Background: an optimization exercise with open tools, aiming at small area and a short achievable clock period. Do not read the settings as production practice.
At most, simulation tests tie the RTL to the original design; equivalence was not proved.
The flow treats the clock pin as an ideal source, which a real chip does not have.
Power and IR drop assume default switching activity.

old:
==> flow/design.v <==
module frame_rx (
    input  wire        clk,
    input  wire        rst,           
    input  wire        in_valid,
    input  wire [7:0]  in_byte,
    output reg         pl_valid,      
    output wire [7:0]  pl_byte,
    output reg         fr_valid,      
    output reg  [2:0]  fr_status,
    output wire [7:0]  fr_ver,
    output wire [7:0]  fr_type,
    output wire [7:0]  fr_seq,
    output wire [15:0] fr_len
);
    localparam [7:0]  SYNC = 8'hA5;
    localparam [16:0] WCNT_PRE = 17'h0788F;
    localparam [2:0] ST_OK        = 3'd0;
    localparam [2:0] ST_TOO_SHORT = 3'd1;
    localparam [2:0] ST_TRUNCATED = 3'd2;
    localparam [2:0] ST_OVERFLOW  = 3'd3;
    localparam [2:0] ST_BAD_SYNC  = 3'd4;
    localparam [2:0] ST_BAD_LEN   = 3'd5;
    localparam [2:0] ST_BAD_CRC   = 3'd6;
    function [15:0] crc_step;
        input [15:0] acc_in;
        input [7:0]  b;
        reg   [15:0] acc;
        integer      k;
        begin
            acc = acc_in ^ {b, 8'h00};
            for (k = 0; k < 8; k = k + 1) begin
                if (acc[15])
                    acc = {acc[14:0], 1'b0} ^ 16'h1021;
                else
                    acc = {acc[14:0], 1'b0};
            end
            crc_step = acc;
        end
    endfunction
    reg        first;      
    reg        is_code;    
    reg [7:0]  rem;
    reg        zpend;      
    reg [16:0] wcnt;       
    reg        full;       
    reg        ovf;        
    reg [3:0]  cnt;        
    reg [15:0] pl_left;    
    reg        pl_zero;    
    reg [1:0]  tail;       
    reg        sync_ok;    
    reg [7:0]  d_ver, d_type, d_seq, d_len_lo, d_len_hi;
    reg [7:0]  b1;         
    reg [15:0] crc;        
    reg        crc_ok;     
    wire        in_hz;       
    wire        in_sync;     
    wire        in_eq_crc;   
    frx_zero7 u_zero7 (.b(in_byte[7:1]), .z(in_hz));
    frx_sync  u_sync  (.b(in_byte), .s(in_sync));
    frx_eq8   u_eq8   (.a(in_byte), .b(crc[15:8]), .eq(in_eq_crc));
    wire        in_nz    = !in_hz || in_byte[0];
    wire        take     = in_valid && (first || !full);
    wire        dec_cond = is_code ? (!first && zpend) : 1'b1;
    wire        dec_wr   = in_valid && dec_cond;
    wire [7:0]  dec_byte = is_code ? 8'h00 : in_byte;
    wire        hdr_done = (cnt >= 4'd6);
    wire        in_pl    = hdr_done && !pl_zero;
    assign pl_byte = b1;
    assign fr_ver  = d_ver;
    assign fr_type = d_type;
    assign fr_seq  = d_seq;
    assign fr_len  = {d_len_hi, d_len_lo};
    reg  [2:0]  verdict;
    always @(*) begin
        if (first)                         verdict = ST_TOO_SHORT;
        else if (ovf)                      verdict = ST_OVERFLOW;
        else if (!is_code)                 verdict = ST_TRUNCATED;
        else if (cnt != 4'd8)              verdict = ST_TOO_SHORT;
        else if (!sync_ok)                 verdict = ST_BAD_SYNC;
        else if (!pl_zero || tail != 2'd2) verdict = ST_BAD_LEN;
        else if (!crc_ok)                  verdict = ST_BAD_CRC;
        else                               verdict = ST_OK;
    end
    always @(posedge clk) begin
        if (rst) begin
            first    <= 1'b1;
            is_code  <= 1'b1;
            pl_valid <= 1'b0;
            fr_valid <= 1'b0;
        end else begin
            pl_valid <= dec_wr && in_nz && !full && in_pl;
            fr_valid <= in_valid && !in_nz;
            if (in_valid) begin
                first   <= !in_nz;
                is_code <= !in_nz || (is_code ? in_hz : (rem == 8'd2));
            end
        end
    end
    always @(posedge clk) begin
        fr_status <= verdict;
        if (in_valid)
            rem <= is_code ? in_byte : rem - 8'd1;
        if (take) begin
            wcnt <= first ? 17'd0 : {wcnt[15:0], ~(wcnt[16] ^ wcnt[13])};
            full <= !first && (wcnt == WCNT_PRE);
        end
        if (in_valid)
            ovf <= !first && (ovf || full);
        if (in_valid && is_code)
            zpend <= (in_byte != 8'hFF);
        if (in_valid && first)
            cnt <= 4'd0;
        else if (dec_wr && cnt != 4'd8)
            cnt <= cnt + 4'd1;
        if (in_valid) begin
            case (cnt)
                4'd0: sync_ok  <= !is_code && in_sync;
                4'd1: d_ver    <= dec_byte;
                4'd2: d_type   <= dec_byte;
                4'd3: d_seq    <= dec_byte;
                4'd4: d_len_lo <= dec_byte;
                4'd5: d_len_hi <= dec_byte;
                default: ;
            endcase
        end
        if (dec_wr) begin
            b1     <= dec_byte;
            crc_ok <= (is_code ? (crc[15:8] == 8'd0) : in_eq_crc) && (crc[7:0] == b1);
            if (cnt < 4'd2)
                crc <= 16'hFFFF;
            else
                crc <= crc_step(crc, b1);
            if (cnt == 4'd5) begin
                pl_left <= {dec_byte, d_len_lo};
                pl_zero <= (is_code || !in_nz) && (d_len_lo == 8'd0);
                tail    <= 2'd0;
            end else if (in_pl) begin
                pl_left <= pl_left - 16'd1;
                pl_zero <= (pl_left == 16'd1);
            end else if (hdr_done && tail != 2'd3) begin
                tail <= tail + 2'd1;
            end
        end
    end
endmodule
module frx_zero7 (
    input  wire [6:0] b,
    output wire       z
);
    assign z = (b == 7'd0);
endmodule
module frx_sync (
    input  wire [7:0] b,
    output wire       s
);
    assign s = (b == 8'hA5);
endmodule
module frx_eq8 (
    input  wire [7:0] a,
    input  wire [7:0] b,
    output wire       eq
);
    assign eq = (a == b);
endmodule
export LEC_CHECK = 0
export CAP_MARGIN = 20
export CORE_MARGIN = 2
export CORE_UTILIZATION = 40
export PLACE_DENSITY = 0.6
export SETUP_SLACK_MARGIN = 3.2
export SLEW_MARGIN = 20
export SYNTH_HIERARCHICAL = 1
export SYNTH_MINIMUM_KEEP_SIZE = 0
create_clock -name core_clock -period 5.0 [get_ports {clk}]
standard.sh (not shown) runs the stock make flow with config.mk's settings and CLKGATE_MAP_FILE= SYNTH_SCRIPT=/design/flow/synth_recipe.tcl, a recipe that flattens the netlist after the stock synthesis.
==> flow/flow/run.sh <==
#!/bin/bash
# Standard layout (the standard.sh, standard synthesis unchanged) with:
#  - the port buffers inserted as the smallest buffer cell;
#  - a one-level clock tree built by flow/manual_cts.tcl before clock tree
#    synthesis (the clock port drives four buffers, each driving a quarter of
#    the registers).
# Every tool's output goes to standard.log.
here=$(pwd)
bash standard.sh "BUFFER_PORTS_ARGS=-buffer_cell sky130_fd_sc_hd__buf_1" \
  "PRE_CTS_TCL=$here/flow/manual_cts.tcl" \
  finish > standard.log 2>&1
==> flow/flow/manual_cts.tcl <==
# Clock tree, sourced before ORFS's clock tree synthesis (PRE_CTS_TCL).
# The clock port drives four clock buffers; each drives the clock pins of a
# quarter of the registers, split by their placed position (two halves by x,
# each split in two by y), and sits at their centroid. Every register's clock
# passes through exactly one buffer, so all arrive together. TritonCTS then
# finds no unbuffered clock net and leaves the tree as it is.
set cts_buf sky130_fd_sc_hd__clkbuf_16
if { [info exists ::env(MANUAL_CTS_BUF)] } { set cts_buf $::env(MANUAL_CTS_BUF) }
set block [ord::get_db_block]
set clknet [[$block findBTerm clk] getNet]
set sinks {}
foreach it [$clknet getITerms] {
  set inst [$it getInst]
  set loc [$inst getLocation]
  lappend sinks [list [lindex $loc 0] [lindex $loc 1] "[$inst getName]/[[$it getMTerm] getName]"]
}
puts "manual_cts: [llength $sinks] clock sinks, buffer $cts_buf"
set xs [lsort -integer -index 0 $sinks]
set half [expr {[llength $xs] / 2}]
set groups {}
foreach g [list [lrange $xs 0 [expr {$half - 1}]] [lrange $xs $half end]] {
  set ys [lsort -integer -index 1 $g]
  set h [expr {[llength $ys] / 2}]
  lappend groups [lrange $ys 0 [expr {$h - 1}]]
  lappend groups [lrange $ys $h end]
}
set dbu [$block getDbUnitsPerMicron]
set k 0
foreach g $groups {
  set sx 0
  set sy 0
  set pins {}
  foreach s $g {
    incr sx [lindex $s 0]
    incr sy [lindex $s 1]
    lappend pins [sta::find_pin [lindex $s 2]]
  }
  set cx [expr {double($sx) / [llength $g] / $dbu}]
  set cy [expr {double($sy) / [llength $g] / $dbu}]
  insert_buffer -buffer_cell $cts_buf -net [$clknet getName] -load_pins $pins \
    -location [list $cx $cy] -buffer_name clkbuf_m$k -net_name clknet_m$k
  puts "manual_cts: clkbuf_m$k drives [llength $g] sinks at ($cx, $cy)"
  incr k
}
foreach n [$block getNets] {
  if { [string match clknet_m* [$n getName]] } { $n setSigType CLOCK }
}
$clknet setSigType CLOCK
detailed_placement
set_propagated_clock [all_clocks]
> inputs changed (old -> new)
==> flow/design.v <==
module frame_rx (
    input  wire        clk,
    input  wire        rst,           
    input  wire        in_valid,
    input  wire [7:0]  in_byte,
    output reg         pl_valid,      
    output wire [7:0]  pl_byte,
    output reg         fr_valid,      
    output reg  [2:0]  fr_status,
    output wire [7:0]  fr_ver,
    output wire [7:0]  fr_type,
    output wire [7:0]  fr_seq,
    output wire [15:0] fr_len
);
    localparam [7:0]  SYNC = 8'hA5;
    localparam [16:0] WCNT_PRE = 17'h0788F;
    localparam [2:0] ST_OK        = 3'd0;
    localparam [2:0] ST_TOO_SHORT = 3'd1;
    localparam [2:0] ST_TRUNCATED = 3'd2;
    localparam [2:0] ST_OVERFLOW  = 3'd3;
    localparam [2:0] ST_BAD_SYNC  = 3'd4;
    localparam [2:0] ST_BAD_LEN   = 3'd5;
    localparam [2:0] ST_BAD_CRC   = 3'd6;
    function [15:0] crc_step;
        input [15:0] acc_in;
        input [7:0]  b;
        reg   [15:0] acc;
        integer      k;
        begin
            acc = acc_in ^ {b, 8'h00};
            for (k = 0; k < 8; k = k + 1) begin
                if (acc[15])
                    acc = {acc[14:0], 1'b0} ^ 16'h1021;
                else
                    acc = {acc[14:0], 1'b0};
            end
            crc_step = acc;
        end
    endfunction
    reg        first;      
    reg        is_code;    
    reg [7:0]  rem;
    reg        zpend;      
    reg [16:0] wcnt;       
    reg        full;       
    reg        ovf;        
    reg [3:0]  cnt;        
    reg [15:0] pl_left;    
    reg        pl_zero;    
    reg [1:0]  tail;       
    reg        sync_ok;    
    reg [7:0]  d_ver, d_type, d_seq, d_len_lo, d_len_hi;
    reg [7:0]  b1;         
    reg [15:0] crc;        
    reg        crc_ok;     
    wire        in_z_hi, in_z_lo, in_z_31;
    frx_nor4 u_z_hi (.a(in_byte[7:4]), .y(in_z_hi));
    frx_nor4 u_z_lo (.a(in_byte[3:0]), .y(in_z_lo));
    frx_nor3 u_z_31 (.a(in_byte[3:1]), .y(in_z_31));
    wire        in_hz     = in_z_hi && in_z_31;    
    wire        in_nz     = !(in_z_hi && in_z_lo);
    wire [7:0]  in_xnor_crc;                       
    genvar gi;
    generate
        for (gi = 0; gi < 8; gi = gi + 1) begin : g_eq
            frx_xnor2 u_x (.a(in_byte[gi]), .b(crc[8+gi]), .y(in_xnor_crc[gi]));
        end
    endgenerate
    wire        take     = in_valid && (first || !full);
    wire        dec_cond = is_code ? (!first && zpend) : 1'b1;
    wire        dec_wr   = in_valid && dec_cond;
    wire [7:0]  dec_byte = is_code ? 8'h00 : in_byte;
    wire        hdr_done = (cnt >= 4'd6);
    wire        in_pl    = hdr_done && !pl_zero;
    assign pl_byte = b1;
    assign fr_ver  = d_ver;
    assign fr_type = d_type;
    assign fr_seq  = d_seq;
    assign fr_len  = {d_len_hi, d_len_lo};
    reg  [2:0]  verdict;
    always @(*) begin
        if (first)                         verdict = ST_TOO_SHORT;
        else if (ovf)                      verdict = ST_OVERFLOW;
        else if (!is_code)                 verdict = ST_TRUNCATED;
        else if (cnt != 4'd8)              verdict = ST_TOO_SHORT;
        else if (!sync_ok)                 verdict = ST_BAD_SYNC;
        else if (!pl_zero || tail != 2'd2) verdict = ST_BAD_LEN;
        else if (!crc_ok)                  verdict = ST_BAD_CRC;
        else                               verdict = ST_OK;
    end
    always @(posedge clk) begin
        if (rst) begin
            first    <= 1'b1;
            is_code  <= 1'b1;
            pl_valid <= 1'b0;
            fr_valid <= 1'b0;
        end else begin
            pl_valid <= dec_wr && in_nz && !full && in_pl;
            fr_valid <= in_valid && !in_nz;
            if (in_valid) begin
                first   <= !in_nz;
                is_code <= !in_nz || (is_code ? in_hz : (rem == 8'd2));
            end
        end
    end
    always @(posedge clk) begin
        fr_status <= verdict;
        if (in_valid)
            rem <= is_code ? in_byte : rem - 8'd1;
        if (take) begin
            wcnt <= first ? 17'd0 : {wcnt[15:0], ~(wcnt[16] ^ wcnt[13])};
            full <= !first && (wcnt == WCNT_PRE);
        end
        if (in_valid)
            ovf <= !first && (ovf || full);
        if (in_valid && is_code)
            zpend <= (in_byte != 8'hFF);
        if (in_valid && first)
            cnt <= 4'd0;
        else if (dec_wr && cnt != 4'd8)
            cnt <= cnt + 4'd1;
        if (in_valid) begin
            case (cnt)
                4'd0: sync_ok  <= !is_code && (in_byte == SYNC);
                4'd1: d_ver    <= dec_byte;
                4'd2: d_type   <= dec_byte;
                4'd3: d_seq    <= dec_byte;
                4'd4: d_len_lo <= dec_byte;
                4'd5: d_len_hi <= dec_byte;
                default: ;
            endcase
        end
        if (dec_wr) begin
            b1     <= dec_byte;
            crc_ok <= (is_code ? (crc[15:8] == 8'd0) : (&in_xnor_crc)) &&
                      (crc[7:0] == b1);
            if (cnt < 4'd2)
                crc <= 16'hFFFF;
            else
                crc <= crc_step(crc, b1);
            if (cnt == 4'd5) begin
                pl_left <= {dec_byte, d_len_lo};
                pl_zero <= is_code && (d_len_lo == 8'd0);
                tail    <= 2'd0;
            end else if (in_pl) begin
                pl_left <= pl_left - 16'd1;
                pl_zero <= (pl_left == 16'd1);
            end else if (hdr_done && tail != 2'd3) begin
                tail <= tail + 2'd1;
            end
        end
    end
endmodule
module frx_nor4 (
    input  wire [3:0] a,
    output wire       y
);
    assign y = ~|a;
endmodule
module frx_nor3 (
    input  wire [2:0] a,
    output wire       y
);
    assign y = ~|a;
endmodule
module frx_xnor2 (
    input  wire a,
    input  wire b,
    output wire y
);
    assign y = a ~^ b;
endmodule
Notes after the runs:
Summary of new over old: layout inverter count without the clock tree moved down; power consumed by combinational cells now sits higher; worst setup slack now larger; final cell area excluding filler cells shows an increase of about 4%.
Re layout overhead on the synthesized area: old and new aren't equal, and the higher value belongs to new.
Taking old as the reference, in new worst path arrival time fell 0.38 ns; portion of the clock cycle consumed by the worst path in the final layout fell 4.8 points.
The RTL of new was laid out without a check of its function.

separate check: timing with driven ports:
The results above use ideal ports. As a check the final layouts listed here were re-extracted and re-timed, cells and wires unchanged.
Step 1 assumes that a clkbuf_16 drives the clock port and a buf_2 every other input.
Step 2 also shifts input and output timing later by t, the mid clock arrival at the registers, as if the neighbouring blocks saw the same clock.
Slacks: ideal ports / drivers / drivers and shift; pairs: ideal ports / drivers.
run | t (ns) | slack for setup (ns) | cell pins on the clock port's net
old | 0.255 | 2.838 / 2.886 / 2.631 | 4
new | 0.257 | 3.079 / 3.105 / 2.848 | 4
After both steps setup and hold are still met in every run listed. For new, which loses most, drivers alone change the setup slack by +0.026 ns; drivers and shift together by -0.231 ns.
